Source: an optimization exercise on an open RTL-to-GDS flow (aim: small area). Production flows keep margins and buffers that such runs may drop. The RTL was checked by simulation tests, not by an equivalence proof against the original design. Power figures rest on the tool's default switching activity, not on a simulated workload.

## quartz
==> flow/design.v <==
module srqd_core #(
    parameter PULSE_CYCLES = 4       
) (
    input  wire        clk,
    input  wire        rst,          
    input  wire        cmd_valid,
    output wire        cmd_ready,
    input  wire [15:0] cmd_word,
    output wire        rsp_valid,
    output reg  [2:0]  rsp_status,
    output reg  [1:0]  rsp_info,
    output reg  [31:0] result,
    output reg         fault,
    output wire [1:0]  sr_state,
    output wire [1:0]  qd_state,
    input  wire [5:0]  pin_deny,
    input  wire        notify_fail,
    input  wire        line_fail,
    output reg         sr_data,
    output reg         sr_shclk,
    output reg         sr_latch,
    output wire        sr_oe,
    input  wire        qd_a,
    input  wire        qd_b,
    input  wire        qd_sw,
    output wire        qd_oe,
    output wire        qd_armed
);
    localparam ST_OK       = 3'd0;
    localparam ST_RESOURCE = 3'd1;
    localparam ST_NOTIFY   = 3'd2;
    localparam ST_LINE     = 3'd3;
    localparam ST_LIFE     = 3'd4;
    localparam ST_ILLEGAL  = 3'd5;
    localparam SR_UNCON = 2'd0;
    localparam SR_READY = 2'd1;
    localparam SR_FAIL  = 2'd2;
    localparam SR_TORN  = 2'd3;
    localparam QD_UNCON = 2'd0;
    localparam QD_LIVE  = 2'd1;
    localparam QD_FAIL  = 2'd2;
    localparam QD_REL   = 2'd3;
    localparam M_IDLE  = 3'd0;
    localparam M_RESP  = 3'd1;
    localparam M_ONE   = 3'd2;       
    localparam M_SRI   = 3'd3;       
    localparam M_SHIFT = 3'd4;       
    localparam M_LAT   = 3'd5;       
    localparam M_QDI   = 3'd6;       
    localparam M_POLL  = 3'd7;       
    localparam K_NOP   = 3'd0;
    localparam K_READ  = 3'd1;
    localparam K_RESET = 3'd2;
    localparam K_REL   = 3'd3;
    localparam K_PRE   = 3'd4;
    localparam K_LIFE  = 3'd6;
    localparam K_ILL   = 3'd7;
    localparam P_RISE = 3'd0;
    localparam P_FALL = 3'd4;
    localparam P_DATA = 3'd7;
    reg [2:0]  mode;
    reg [2:0]  ph;
    reg [2:0]  bitn;
    reg        td;           
    reg [7:0]  imm;
    reg [1:0]  sr_st;
    reg [1:0]  qd_st;
    reg [31:0] count;
    reg        last_a;
    reg        curr_a;
    reg        sw_q;
    wire idle = (mode[2:1] == 2'b00);
    assign cmd_ready = idle;
    assign rsp_valid = (mode == M_RESP);
    assign sr_state  = sr_st;
    assign qd_state  = qd_st;
    wire sr_up = sr_st[0] ^ sr_st[1];            
    wire qd_up = qd_st[0] ^ qd_st[1];            
    assign sr_oe    = sr_up | (mode == M_SRI && ph != 3'd0);
    assign qd_oe    = qd_up | (mode == M_QDI && ph != 3'd0);
    assign qd_armed = qd_up | (mode == M_QDI && ph == 3'd2);
    wire sw_fall = qd_armed & sw_q & ~qd_sw;
    wire [7:0] op   = cmd_word[15:8];
    wire       imm0 = (cmd_word[7:0] == 8'h00);
    reg [2:0] n_mode;
    reg [2:0] n_ph;
    always @(*) begin
        n_mode = M_ONE;
        n_ph   = K_ILL;
        case (op)
            8'h10: if (imm0) begin
                       if (sr_st == SR_UNCON) begin n_mode = M_SRI; n_ph = 3'd0; end
                       else n_ph = K_LIFE;
                   end
            8'h11: if (sr_st == SR_READY) begin n_mode = M_SHIFT; n_ph = P_DATA; end
                   else n_ph = K_LIFE;
            8'h12: if (imm0) begin
                       if (sr_st == SR_READY) begin n_mode = M_LAT; n_ph = P_RISE; end
                       else n_ph = K_LIFE;
                   end
            8'h13: if (imm0) begin
                       if (sr_st == SR_TORN) n_ph = K_NOP;
                       else if (sr_up) begin n_mode = M_SHIFT; n_ph = P_DATA; end
                       else n_ph = K_LIFE;
                   end
            8'h20: if (imm0) begin
                       if (qd_st == QD_UNCON) begin n_mode = M_QDI; n_ph = 3'd0; end
                       else n_ph = K_LIFE;
                   end
            8'h21: if (imm0) begin
                       if (qd_st == QD_LIVE) begin n_mode = M_POLL; n_ph = 3'd0; end
                       else n_ph = K_LIFE;
                   end
            8'h22: if (imm0) n_ph = (qd_st == QD_UNCON) ? K_LIFE : K_READ;
            8'h23: if (imm0) n_ph = (qd_st == QD_UNCON) ? K_LIFE : K_RESET;
            8'h24: if (imm0) n_ph = (qd_st == QD_UNCON) ? K_LIFE : K_REL;
            8'h25:           n_ph = (qd_st == QD_UNCON) ? K_LIFE : K_PRE;
            default: ;
        endcase
    end
    wire m_one   = (mode == M_ONE);
    wire m_sri   = (mode == M_SRI);
    wire m_shift = (mode == M_SHIFT);
    wire m_lat   = (mode == M_LAT);
    wire m_qdi   = (mode == M_QDI);
    wire m_poll  = (mode == M_POLL);
    wire ph0 = (ph == 3'd0);
    wire ph1 = (ph == 3'd1);
    wire ph2 = (ph == 3'd2);
    wire ph3 = (ph == 3'd3);
    wire ph4 = (ph == 3'd4);
    wire ph5 = (ph == 3'd5);
    wire ph6 = (ph == 3'd6);
    wire ph7 = (ph == 3'd7);
    wire bit7 = (bitn == 3'd7);
    wire sr_ev = (m_sri & ~ph0) | ((m_shift | m_lat) & ~(ph1 | ph2 | ph3));
    wire qd_ev = (m_qdi & ph2) | m_poll;
    wire ev_fail = (sr_ev | qd_ev) & line_fail;
    wire ok = ~line_fail;
    wire sr_deny = pin_deny[0] | pin_deny[1] | pin_deny[2];
    wire qd_deny = pin_deny[3] | pin_deny[4] | pin_deny[5];
    wire stop_fail = ev_fail & ~td;
    wire done = m_one
              | (m_sri & ((ph0 & sr_deny) | ph3))
              | (m_shift & ph4 & bit7 & ~td)
              | (m_lat & ((ph4 & ~td) | ph7))
              | (m_qdi & ((ph0 & qd_deny) | (ph1 & notify_fail) | ph2))
              | (m_poll & ph1)
              | stop_fail;
    reg [2:0] d_status;
    reg [1:0] d_info;
    always @(*) begin
        d_status = ST_OK;
        d_info   = 2'd0;
        if (m_one) begin
            if (ph == K_LIFE) d_status = ST_LIFE;
            if (ph == K_ILL)  d_status = ST_ILLEGAL;
        end else if (stop_fail) begin
            d_status = ST_LINE;
        end else if (m_sri & ph0) begin
            d_status = ST_RESOURCE;
            d_info   = pin_deny[0] ? 2'd0 : pin_deny[1] ? 2'd1 : 2'd2;
        end else if (m_qdi & ph0) begin
            d_status = ST_RESOURCE;
            d_info   = pin_deny[3] ? 2'd0 : pin_deny[4] ? 2'd1 : 2'd2;
        end else if (m_qdi & ph1) begin
            d_status = ST_NOTIFY;
        end
    end
    wire ser_bit = imm[3'd7 - bitn];
    wire        dn = (qd_b == curr_a);
    wire [32:0] tgl;
    assign tgl[0] = m_poll & ph1 & ok & (curr_a != last_a);
    genvar gi;
    generate
        for (gi = 0; gi < 32; gi = gi + 1) begin : g_tgl
            assign tgl[gi+1] = tgl[gi] & (count[gi] ^ dn);
        end
    endgenerate
    wire cnt_zero = rst | sw_fall | (m_qdi & ph1) | (m_one & (ph == K_RESET));
    wire cnt_pre  = m_one & (ph == K_PRE);
    wire rd       = m_one & (ph == K_READ) & ~rst;
    always @(posedge clk) begin
        sw_q <= qd_sw;
        result <= ({32{rd}} & count) | ({32{~rd & ~rst}} & result);
        count  <= ({32{~cnt_zero & cnt_pre}} & {count[23:0], imm})
                | ({32{~cnt_zero & ~cnt_pre}} & (count ^ tgl[31:0]));
        if (idle) begin
            imm  <= cmd_word[7:0];
            td   <= (op == 8'h13);
            bitn <= 3'd0;
        end else if (m_shift & ph4) begin
            bitn <= bitn + 3'd1;
        end
        if (m_poll & ph0) curr_a <= qd_a;
        if ((m_qdi & ph2 & ok) | (m_poll & ph1 & ok)) last_a <= m_qdi ? qd_a : curr_a;
        if (rst) begin
            mode       <= M_IDLE;
            sr_st      <= SR_UNCON;
            qd_st      <= QD_UNCON;
            rsp_status <= ST_OK;
            rsp_info   <= 2'd0;
            fault      <= 1'b0;
            sr_data    <= 1'b0;
            sr_shclk   <= 1'b0;
            sr_latch   <= 1'b0;
        end else begin
            if (idle) begin
                mode <= cmd_valid ? n_mode : M_IDLE;
                ph   <= n_ph;
            end else if (done) begin
                mode <= M_RESP;
            end else begin
                if (m_shift & ph4 & bit7) mode <= M_LAT;
                ph <= (m_shift & ph4) ? {3{~bit7}} : ph + 3'd1;
            end
            if (done) begin
                rsp_status <= d_status;
                rsp_info   <= d_info;
            end
            if (ev_fail) fault <= 1'b1;
            if (ok) begin
                if (m_shift & ph7) sr_data <= ser_bit;
                if (m_lat & ph5)   sr_data <= 1'b0;
                if (m_shift & ph0) sr_shclk <= 1'b1;
                if (m_shift & ph4) sr_shclk <= 1'b0;
                if (m_lat & ph6)   sr_shclk <= 1'b0;
                if (m_lat & ph0)   sr_latch <= 1'b1;
                if (m_lat & (ph4 | ph7)) sr_latch <= 1'b0;
            end
            if (m_sri & ~ph0 & line_fail) sr_st <= SR_FAIL;
            else if (m_sri & ph3)         sr_st <= SR_READY;
            if ((m_shift | m_lat) & stop_fail) sr_st <= SR_FAIL;
            if (m_lat & ph7)              sr_st <= SR_TORN;
            if (m_qdi & ph2)              qd_st <= line_fail ? QD_FAIL : QD_LIVE;
            if (m_poll & line_fail)       qd_st <= QD_FAIL;
            if (m_one & (ph == K_REL))    qd_st <= QD_REL;
        end
    end
endmodule
export LEC_CHECK = 0
export CAP_MARGIN = 20
export CORE_MARGIN = 2
export CORE_UTILIZATION = 40
export PLACE_DENSITY = 0.6
export SLEW_MARGIN = 20
create_clock -name core_clock -period 10.0 [get_ports {clk}]
standard.sh (not shown) runs the stock make flow with config.mk's settings and CLKGATE_MAP_FILE= SYNTH_SCRIPT=/design/flow/synth_recipe.tcl, a recipe that flattens the netlist after the stock synthesis.
==> flow/flow/run.sh <==
#!/bin/bash
# Standard layout, run whole.
cd "$(dirname "$0")/.."
bash standard.sh > standard.log 2>&1
quartz reached the end of the flow, and the finished layout is clean on the timing, DRC and antenna checks.
The following lists how willow was set up differently from quartz:
==> flow/flow/run.sh <==
#!/bin/bash
# The standard layout (standard.sh), with:
#  - synthesis mapped by an area-oriented abc script (flow/synth.tcl),
#  - ports buffered with the smallest buffer,
#  - a clock tree of mid-size buffers without dummy loads.
# make's output goes to standard.log; each ORFS step logs to orfs/logs.
set -euo pipefail
W=$PWD
bash standard.sh \
  SYNTH_SCRIPT=$W/flow/synth.tcl MY_ABC_SCRIPT=$W/flow/area.abc \
  "BUFFER_PORTS_ARGS=-buffer_cell sky130_fd_sc_hd__buf_1" \
  "CTS_ARGS=-sink_clustering_enable -repair_clock_nets -dont_use_dummy_load -buf_list sky130_fd_sc_hd__clkbuf_8 -sink_clustering_size 16" \
  finish > standard.log 2>&1
==> flow/flow/area.abc (new file) <==
strash; &get -n; &st; &dch -f; &nf -a -R 1000; &put
==> flow/flow/synth.tcl (new file) <==
# The standard flow's synthesis (synth_recipe.tcl) with one change: abc maps with the
# area-oriented script in MY_ABC_SCRIPT instead of ORFS's speed script.
proc synth {args} { yosys synth -nofsm -noshare {*}$args }
proc abc {args} {
  set i [lsearch -exact $args -script]
  if { $i >= 0 } { set args [lreplace $args $i [expr {$i + 1}] -script $::env(MY_ABC_SCRIPT)] }
  yosys abc {*}$args
}
source $::env(SCRIPTS_DIR)/synth.tcl
# left out here: clear keep_hierarchy, flatten, clean up, hide names made inside functions, write 1_2_yosys.v
==> results.txt <==
In summary, willow completed successfully, with a layout that passed the timing, DRC and antenna checks. A main combinational cell family by area after synthesis of compound AO/OA/AOI/OAI gates is what willow shows, while simple AND/OR/NAND/NOR gates belongs to quartz. Of the two values seen for slowest stage cell on the critical path, sky130_fd_sc_hd__dfxtp_1 was produced by quartz and sky130_fd_sc_hd__buf_4 by willow. On part of the Yosys area used for sequential elements: between willow and quartz, it ends up higher for willow. willow: clock buffer count in the final layout 4 below quartz. Max area overhead of the layout relative to synthesis across willow and quartz: quartz. Floorplan row count (lower): willow. Cmp willow and quartz / part of the power in the clock network / higher: quartz. Relative to quartz, clock skew increased by 0.026 ns in willow.
Modified inputs, yarrow compared to willow
==> flow/run.sh (new file) <==
#!/bin/bash
# synth_recipe.tcl (not shown) runs the flow's synth.tcl, then flattens the netlist and writes it again
# the make line also repeats each setting of config.mk as NAME=value (left out here)
make -C /OpenROAD-flow-scripts/flow DESIGN_CONFIG=/design/flow/config.mk WORK_HOME=/design/flow/orfs CLKGATE_MAP_FILE= SYNTH_SCRIPT=/design/flow/synth_recipe.tcl finish
removed: flow/flow/run.sh
removed: flow/flow/area.abc
removed: flow/flow/synth.tcl
removed: flow/standard.sh
==> comparison <==
flop to output port as the start-to-end type of the worst setup path was reported by yarrow, and primary input to flop by willow. NOTE first-iteration DRC count willow->yarrow increased by more than 10%. Compared with willow, wire length in yarrow increased by more than 10%. In the metrics for yarrow and willow, the one carrying the higher register clock-pin slew on the reported worst setup and hold paths is willow. Going from willow to yarrow, iteration count of the initial detailed-routing pass grows by 1. Compare yarrow and willow | overall fraction of global-route tracks in use higher: yarrow. In the reports for yarrow and willow, the smaller worst setup slack belongs to willow. When yarrow is measured against willow, its met3 usage in global routing turns out 0.74 points higher. Diff yarrow and willow: synthesis-to-finish area growth higher in yarrow. Looking at clock-buffer cell count, yarrow sits 4 higher than willow does. Looking at switching share of power, yarrow sits 0.50 points lower than willow does.

[static timing again, ports no longer ideal]
The flow's constraints put no driver on any port. The routed layouts listed below were extracted and timed again, unchanged, in two steps. Step 1: set_driving_cell puts a clkbuf_16 on clk and a buf_2 on each other input, an assumption about the parent block. Step 2 adds t to the input delays and takes it off the output delays; t is the mean of the earliest and latest rising clock arrival at the registers after step 1. Input paths then give back, and output paths get back, about the clock's delay inside the block. Slacks: no drivers / after step 1 / after step 2; pairs: no drivers / after step 1.
run	t (ns)	slack for setup (ns)	slew at the worst register clock pin (ns)
quartz	0.393	5.354 / 5.313 / 5.365	0.07 / 0.07
willow	0.385	2.652 / 2.662 / 2.278	0.10 / 0.10
yarrow	0.393	5.354 / 5.313 / 5.365	0.07 / 0.07
After both steps setup and hold are still met in every run listed. The setup slack of willow, which loses most, moves by +0.010 ns with the drivers and by -0.374 ns with both steps.
